What follows belongs to an exercise in optimizing a design on an open flow for small area, a short achievable clock period and few clock cycles per item; a production flow would make more cautious choices.
In this exercise RTL edits were held to simulation tests only and were not proved equivalent to the original.

## the previous run
## se05x_tx_frame
module se05x_tx_frame (
    input  wire        clk,
    input  wire        rst,             
    input  wire        msg_valid,
    output wire        msg_ready,
    input  wire [31:0] msg_data,
    output reg         out_valid,
    input  wire        out_ready,
    output reg  [31:0] out_data,
    output reg         out_last
);
    localparam [7:0] NAD_H2C = 8'h5A;
    function [15:0] f8;
        input [15:0] c;
        input [7:0]  b;
        reg   [7:0]  x;
        begin
            x  = c[7:0] ^ b;
            x  = x ^ {x[3:0], 4'b0000};
            f8 = {8'h00, c[15:8]} ^ {x, 8'h00} ^ {5'b00000, x, 3'b000} ^ {12'h000, x[7:4]};
        end
    endfunction
    localparam [15:0] CRC_NAD = f8(16'hFFFF, NAD_H2C);
    reg        busy;         
    reg        k_hdr;        
    reg        k_full;       
    reg        k_trl;        
    reg        k_tail;       
    reg        odd;          
    reg        tx_seq;       
    reg [15:0] rem;          
    reg        more;         
    reg        rz;           
    reg [5:0]  q;            
    reg [1:0]  r;            
    reg [15:0] crc;
    reg [7:0]  hb0, hb1, hb2, hb3, hb4;    
    reg        nw;           
    reg        rl;           
    wire out_free = !out_valid || out_ready;
    wire [7:0] clen = more ? 8'd254 : rem[7:0];
    wire [7:0] pcb  = {1'b0, tx_seq, more, 5'b00000};
  ...
For scale: about 830 cells after synthesis, ~130 flip-flops, roughly 71 I/O pins, about 8400 um^2 of cells after synthesis.
clock: 8.0 ns
lec_check: 0
cap_margin: 20
core_margin: 2
core_utilization: 40
slew_margin: 20
run.sh (not shown) runs the stock make flow with config.mk's settings and CLKGATE_MAP_FILE= SYNTH_SCRIPT=/design/flow/synth_recipe.tcl, a recipe that flattens the netlist after the stock synthesis.
Testbench counts of the previous run, summed over its fixed seeds: cycles 45,408, messages 960.
--- input diff the previous run..the current run ---
==> flow/flow/run.sh (new file) <==
#!/bin/bash
# The standard layout, with plain buffers (instead of the delay buffers
# buffer_ports picks by default) on the input and output ports.
set -euo pipefail
export BUFFER_PORTS_ARGS="-buffer_cell sky130_fd_sc_hd__buf_1"
bash standard.sh > standard.log 2>&1
==> flow/standard.sh (new file) <==
#!/bin/bash
# synth_recipe.tcl (not shown) runs the flow's synth.tcl, then flattens the netlist and writes it again
# the make line also repeats each setting of config.mk as NAME=value (left out here)
make -C /OpenROAD-flow-scripts/flow DESIGN_CONFIG=/design/flow/config.mk WORK_HOME=/design/flow/orfs CLKGATE_MAP_FILE= SYNTH_SCRIPT=/design/flow/synth_recipe.tcl "${@:-finish}"
removed: flow/run.sh
## What came out
The current run ended with every stage complete and zero timing, DRC or antenna violations. In the flow results for the previous run and the current run, the sequential fraction of total cell area is larger on the current run. Cell with the largest stage delay on the worst path = sky130_fd_sc_hd__buf_4: the current run; cell with the largest stage delay on the worst path = sky130_fd_sc_hd__clkdlybuf4s50_1: the previous run.

Setup of the baseline:
se05x_tx_frame, a different RTL version from the one above (not shown whole).
Size in the first run: ~760 cells after synthesis, about 100 flip-flops, ~71 I/O pins.
clock: 8.0 ns
lec_check: 0
cap_margin: 20
core_margin: 2
core_utilization: 40
setup_slack_margin: 4.5
slew_margin: 20
Stock flow here: none of the scripts above is used.
The baseline finished all stages; the layout is clean.
Testbench counts of the baseline, summed over its fixed seeds: cycles 45,447, messages 960.
Input changes introduced in the candidate (baseline for comparison: the baseline):
Settings: removing SETUP_SLACK_MARGIN (formerly 4.5).
## What came out
- The baseline → the candidate: critical path depth went up 2; number of non-filler instances in the completed layout went down 144.
- Time the final worst path needs with I/O delays and setup delta for the candidate relative to the baseline: 1190 ps higher
- Comparing the baseline and the candidate, the higher utilization after layout was measured on the baseline.
- In the metrics for the baseline and the candidate, the one carrying the lower aggregate routed wire length is the candidate.
- For the candidate, the capture point of the worst path was crc[10], unlike the baseline, where it was msg_ready.

se05x_tx_frame, a different RTL version from the one above (not shown whole).
Size: roughly 830 cells after synthesis, ~130 flip-flops, about 71 I/O pins, ~0.0079 mm^2 of cells after synthesis.
export LEC_CHECK = 0
export CAP_MARGIN = 10
export CORE_MARGIN = 2
export CORE_UTILIZATION = 65
export GPL_ROUTABILITY_DRIVEN = 0
export GPL_TIMING_DRIVEN = 0
export SETUP_SLACK_MARGIN = 4.4
export SLEW_MARGIN = 10
create_clock -name core_clock -period 8.0 [get_ports {clk}]
standard.sh (not shown) runs the stock make flow with config.mk's settings and CLKGATE_MAP_FILE= SYNTH_SCRIPT=/design/flow/synth_recipe.tcl, a recipe that flattens the netlist after the stock synthesis.
==> flow/flow/run.sh <==
#!/bin/bash
# The standard layout, with plain buffers (instead of the delay buffers
# buffer_ports picks by default) on the input and output ports, and a clock
# tree of smaller buffers without dummy loads.
set -euo pipefail
export BUFFER_PORTS_ARGS="-buffer_cell sky130_fd_sc_hd__buf_1"
export CTS_ARGS="-sink_clustering_enable -repair_clock_nets -dont_use_dummy_load -buf_list {sky130_fd_sc_hd__clkbuf_4} -sink_clustering_size 30 -sink_clustering_max_diameter 100"
bash standard.sh > standard.log 2>&1
The starting point finished with timing, DRC and antenna clean.
Testbench counts at the start, summed over its fixed seeds: cycles 45,408, messages 960.
Change:
GPL_ROUTABILITY_DRIVEN = unset   (was 0)
GPL_TIMING_DRIVEN = unset   (was 0)
SETUP_SLACK_MARGIN = 4.7   (was 4.4)
Effect: Core utilization goes up by 1.5 points; design area goes up by about 2%; first-iteration DRC count goes down by 8.2%.
Change:
SETUP_SLACK_MARGIN = 4.4   (was 4.7)
After rerunning: Critical path depth is unchanged. Sequential cell count is unchanged. Wire length decreases by 2.8%. Worst setup slack is worse by 0.0036 ns. Synthesized area is unchanged. Synthesized cell count stays the same. Maximum frequency is about the same.

before:
Starting RTL as in the previous note.
clock: 8.0 ns
lec_check: 0
cap_margin: 20
core_margin: 2
core_utilization: 40
setup_slack_margin: 4.4
slew_margin: 20
Scripts as last shown in full above: flow/flow/run.sh
Testbench counts of before, summed over its fixed seeds: cycles 45,408, messages 960.
#### Input delta (after over before)
-- flow/config.mk --
<<< before, line 7
export LEC_CHECK = 0
export CAP_MARGIN = 20
export CORE_MARGIN = 2
export CORE_UTILIZATION = 40
export SETUP_SLACK_MARGIN = 4.4
export SLEW_MARGIN = 20
>>> after, line 7
export LEC_CHECK = 0
export CAP_MARGIN = 10
export CORE_MARGIN = 2
export CORE_UTILIZATION = 65
export SETUP_SLACK_MARGIN = 4.4
export SLEW_MARGIN = 10
export TNS_END_PERCENT = 5
==> results.txt <==
- Lower fraction of standard cell area in multi-input logic among after and before: before
- Diff before -> after: multi-input logic area decreased 0.59%; proportion of layout cells with a drive suffix above 1 decreased 0.84 points; via count increased 85.
- On clock buffer and inverter area fraction after layout, after and before are basically level.
- Fraction of the cycle the final worst path needs came out higher on after than on before.

Setup of red:
The RTL this note starts from:
==> flow/design.v <==
module se05x_tx_frame (
    input  wire        clk,
    input  wire        rst,             
    input  wire        msg_valid,
    output wire        msg_ready,
    input  wire [31:0] msg_data,
    output reg         out_valid,
    input  wire        out_ready,
    output reg  [31:0] out_data,
    output reg         out_last
);
    localparam [7:0] NAD_H2C = 8'h5A;
    function [15:0] f8;
        input [15:0] c;
        input [7:0]  b;
        reg   [7:0]  x;
        begin
            x  = c[7:0] ^ b;
            x  = x ^ {x[3:0], 4'b0000};
            f8 = {8'h00, c[15:8]} ^ {x, 8'h00} ^ {5'b00000, x, 3'b000} ^ {12'h000, x[7:4]};
        end
    endfunction
    localparam [15:0] CRC_NAD = f8(16'hFFFF, NAD_H2C);
    reg        busy;         
    reg        k_hdr;        
    reg        m_full;       
    reg        m_trl;        
    reg        m_tail;       
    reg        odd;          
    reg        tx_seq;       
    reg [15:0] rem;          
    reg        more;         
    reg        rz;           
    reg [5:0]  q;            
    reg [1:0]  r;            
    reg [15:0] crc;
    reg [7:0]  hb0, hb1, hb2, hb3, hb4;    
    reg        nw;           
    reg        rl;           
    reg        mr_a;         
    reg        mr_b;
    wire out_free = !out_valid || out_ready;
    wire [7:0] clen = more ? 8'd254 : rem[7:0];
    wire [15:0] mlen  = msg_data[15:0];
    wire        mmore = (mlen > 16'd254);
    wire [7:0]  mclen = mmore ? 8'd254 : mlen[7:0];
    wire [7:0] nb0 = msg_data[7:0];
    wire [7:0] w3  = odd ? hb3 : nb0;
    wire [15:0] c1 = f8(crc, hb0);
    wire [15:0] c2 = f8(c1, hb1);
    wire [15:0] c3 = f8(c2, hb2);
    wire [15:0] c4 = f8(c3, w3);
    reg [31:0] ow;
    always @(*) begin
        if (m_tail)
            ow = {24'h000000, ~crc[15:8]};
        else if (m_full)
            ow = {w3, hb2, hb1, hb0};
        else
            case (r)
                2'd0:    ow = {16'h0000, ~crc[15:8], ~crc[7:0]};
                2'd1:    ow = {8'h00, ~c1[15:8], ~c1[7:0], hb0};
                2'd2:    ow = {~c2[15:8], ~c2[7:0], hb1, hb0};
                default: ow = {~c3[7:0], hb2, hb1, hb0};
            endcase
    end
    wire fend = m_tail || (m_trl && r != 2'd3);      
    wire go       = busy && out_free && (!nw || msg_valid);
    wire take_len = !busy || (out_free && rl);
    assign msg_ready = mr_a || (mr_b && out_ready);
    wire seq_n = tx_seq ^ (go && fend);
    reg        busy_n, k_hdr_n, m_full_n, m_trl_n, m_tail_n, odd_n, rz_n, nw_n, rl_n;
    reg [1:0]  r_n;
    reg [5:0]  q_n;
    always @(*) begin
        busy_n = busy; k_hdr_n = k_hdr; m_full_n = m_full; m_trl_n = m_trl;
        m_tail_n = m_tail; odd_n = odd; rz_n = rz; r_n = r; q_n = q;
        nw_n = nw; rl_n = rl;
        if (go) begin
            k_hdr_n = 1'b0;
            if (fend) begin
                k_hdr_n = 1'b1;
                {m_full_n, m_trl_n, m_tail_n} = 3'b100;
                odd_n = ~odd;
                if (rz) busy_n = 1'b0;
                nw_n = odd ? 1'b1 : (more || rem[7:2] != 6'd0 || rem[1:0] == 2'd3);
            end else if (k_hdr) begin
                rz_n = !more;
                r_n  = hb2[1:0] - 2'd1;
                q_n  = (hb2 - 8'd1) >> 2;
                if (rz)
                    {m_full_n, m_trl_n, m_tail_n} = 3'b001;
                else if (hb2 > 8'd4)
                    {m_full_n, m_trl_n, m_tail_n} = 3'b100;
                else
                    {m_full_n, m_trl_n, m_tail_n} = 3'b010;
                nw_n = !rz && (odd ? (hb2 > 8'd6) : (hb2 > 8'd4));
            end else if (m_full) begin
                q_n = q - 6'd1;
                if (q == 6'd1)
                    {m_full_n, m_trl_n, m_tail_n} = 3'b010;
                nw_n = (q != 6'd1) && (!odd || q != 6'd2 || r[1]);
            end else begin
                {m_full_n, m_trl_n, m_tail_n} = 3'b001;
                nw_n = 1'b0;
            end
            rl_n = rz_n && !nw_n && (m_tail_n || (m_trl_n && r_n != 2'd3));
        end
        if (msg_valid && take_len) begin
            busy_n  = 1'b1;
            k_hdr_n = 1'b1;
            odd_n   = 1'b0;
            rz_n    = (mlen == 16'h0000);
            {m_full_n, m_trl_n, m_tail_n} = {!rz_n, rz_n, 1'b0};
            r_n     = 2'd3;
            nw_n    = !rz_n;
            rl_n    = 1'b0;
        end
    end
    always @(posedge clk) begin
        if (rst) begin
            busy      <= 1'b0;
            out_valid <= 1'b0;
            tx_seq    <= 1'b0;
        end else begin
            busy <= busy_n;
            if (out_valid && out_ready)
                out_valid <= 1'b0;
            if (go) begin
                out_valid <= 1'b1;
                if (fend)
                    tx_seq <= ~tx_seq;
            end
        end
        k_hdr  <= k_hdr_n;
        m_full <= m_full_n;
        m_trl  <= m_trl_n;
        m_tail <= m_tail_n;
        odd    <= odd_n;
        rz     <= rz_n;
        r      <= r_n;
        q      <= q_n;
        nw     <= nw_n;
        rl     <= rl_n;
        mr_a   <= rst || !busy_n || ((nw_n || rl_n) && !(go || (out_valid && !out_ready)));
        mr_b   <= nw_n || rl_n;
        if (go) begin
            out_data <= ow;
            out_last <= fend;
            if (fend)
                crc <= 16'hFFFF;
            else if (m_trl)
                crc <= c3;
            else
                crc <= c4;
            if (k_hdr) begin
                rem  <= rem - 16'd254;
                more <= (rem > 16'd508);
            end
            if (fend) begin
                hb0 <= NAD_H2C;
                hb1 <= {1'b0, ~tx_seq, more, 5'b00000};
                hb2 <= clen;
                if (!odd) begin
                    hb3 <= hb1;
                    hb4 <= hb2;
                end
            end else if (!odd) begin
                if (nw) begin
                    hb0 <= msg_data[15:8];
                    hb1 <= msg_data[23:16];
                    hb2 <= msg_data[31:24];
                end
            end else begin
                hb0 <= hb4;
                if (nw) begin
                    hb1 <= msg_data[7:0];
                    hb2 <= msg_data[15:8];
                    hb3 <= msg_data[23:16];
                    hb4 <= msg_data[31:24];
                end
            end
        end
        if (msg_valid && take_len) begin
            rem  <= mlen;
            more <= mmore;
            crc  <= 16'hFFFF;
            hb0  <= NAD_H2C;
            hb1  <= {1'b0, seq_n, mmore, 5'b00000};
            hb2  <= mclen;
        end
    end
endmodule
Settings: LEC_CHECK=0, CAP_MARGIN=20, CORE_MARGIN=2, CORE_UTILIZATION=40, SLEW_MARGIN=20; clock period 8.0 ns.
==> flow/flow/run.sh <==
#!/bin/bash
# The standard layout, with plain buffers (instead of the delay buffers
# buffer_ports picks by default) on the input and output ports, and a clock
# tree of smaller buffers without dummy loads.
set -euo pipefail
export BUFFER_PORTS_ARGS="-buffer_cell sky130_fd_sc_hd__buf_1"
export CTS_ARGS="-sink_clustering_enable -repair_clock_nets -dont_use_dummy_load -buf_list {sky130_fd_sc_hd__clkbuf_4 sky130_fd_sc_hd__clkbuf_8} -sink_clustering_size 30"
bash standard.sh > standard.log 2>&1
Testbench counts of red, summed over its fixed seeds: cycles 45,408, messages 960.
What blue does differently from red at the input level:
- SLEW_MARGIN: 20 -> 10
- CORE_UTILIZATION: 40 -> 65
- TNS_END_PERCENT: unset -> 5
- SETUP_SLACK_MARGIN: unset -> 4.55
- CAP_MARGIN: 20 -> 10
--- a/flow/flow/run.sh
+++ b/flow/flow/run.sh
@@ -7 +7 @@
-export CTS_ARGS="-sink_clustering_enable -repair_clock_nets -dont_use_dummy_load -buf_list {sky130_fd_sc_hd__clkbuf_4 sky130_fd_sc_hd__clkbuf_8} -sink_clustering_size 30"
+export CTS_ARGS="-sink_clustering_enable -repair_clock_nets -dont_use_dummy_load -buf_list {sky130_fd_sc_hd__clkbuf_4} -sink_clustering_size 30 -sink_clustering_max_diameter 100"
==> comparison <==
- Die boundary width ended up 21% lower on blue than on red.
- Diff red -> blue | detailed route wirelength on metal3 | up by more than a quarter
- blue against red: via count now larger.
- blue packs its core tighter than red.
- red leaves less setup margin than blue.
- Compared with red, blue improves wire length reported by the detailed router.
- Cmp blue vs red: required arrival time at the worst endpoint lower in blue
- The higher non-clock buffer count came out of blue.
For green, these inputs were changed with respect to blue:
- swapping 65 for 40 in CORE_UTILIZATION
- clearing TNS_END_PERCENT, which used to be 5
- swapping 10 for 20 in SLEW_MARGIN
- swapping 10 for 20 in CAP_MARGIN
- clearing SETUP_SLACK_MARGIN, which used to be 4.55
==> flow/flow/run.sh <==
#!/bin/bash
# The standard layout, with plain buffers (instead of the delay buffers
# buffer_ports picks by default) on the input and output ports.
set -euo pipefail
export BUFFER_PORTS_ARGS="-buffer_cell sky130_fd_sc_hd__buf_1"
bash standard.sh > standard.log 2>&1
Findings:
- green: PASS, flow complete, no timing, DRC or antenna violations
- On longest individual stage delay on the worst path, the lower figure sits with blue, not green.
- Of green and blue, blue shows the lower number of clock-tree buffers in the layout, with green above it.
- Higher clock edge transition at the registers on the reported setup and hold paths goes to blue over green.
- On green: final critical-path required period is 0.18 ns higher than what blue gave.
- Measured against green, the achievable frequency of blue comes out at 1.05 times the reference value.
- Between green and blue, fraction of final layout cells with drive strength greater than 1 is higher for blue, green comes in under that.

## port drivers added, routing unchanged
In the flow no input, the clock included, has a driving cell. The finished layouts below were timed again as built, in two steps. Step 1 sets driving cells, clkbuf_16 on the clock port and buf_2 on the other inputs (assumed; they add their load-dependent delay and slew). Step 2 moves the port delays by t, midway between the first and last clock arrival at a register: inputs arrive t later, outputs are due t later. That takes back most of the time a late clock gives input paths. Three values: ideal, step 1, step 2; two values: the first two.
run | t, ns | slack for setup (ns) | worst hold slack (ns) | worst setup path at the end | cell pins on the clock port's net
the previous run | 0.480 | 3.502 / 3.475 / 3.378 | 0.549 / 0.549 / 0.549 | input to register | 1
the current run | 0.471 | 3.787 / 3.787 / 3.787 | 0.552 / 0.552 / 0.552 | register to register | 1
the baseline | 0.413 | 3.713 / 3.666 / 3.358 | 0.528 / 0.528 / 0.528 | input to register | 1
the candidate | 0.401 | 2.528 / 2.537 / 2.136 | 0.557 / 0.557 / 0.557 | input to register | 1
the first run of note 3 | 0.587 | 4.458 / 4.437 / 4.013 | 0.505 / 0.505 / 0.505 | input to register | 1
the second run of note 3 | 0.587 | 4.454 / 4.435 / 4.293 | 0.517 / 0.517 / 0.517 | input to register | 1
the third run of note 3 | 0.579 | 4.451 / 4.430 / 3.973 | 0.521 / 0.521 / 0.521 | input to register | 1
before | 0.582 | 4.449 / 4.426 / 4.061 | 0.514 / 0.514 / 0.514 | input to register | 1
after | 0.584 | 4.394 / 4.394 / 3.825 | 0.520 / 0.520 / 0.520 | input to register | 1
red | 0.476 | 4.254 / 4.254 / 3.864 | 0.509 / 0.509 / 0.509 | input to register | 1
blue | 0.605 | 4.461 / 4.440 / 3.991 | 0.514 / 0.514 / 0.514 | input to register | 1
green | 0.460 | 4.282 / 4.282 / 3.904 | 0.504 / 0.504 / 0.504 | input to register | 1
After both steps setup and hold are still met in every run listed. The setup slack of after, which loses most, moves by 0.000 ns with the drivers and by -0.569 ns with both steps.
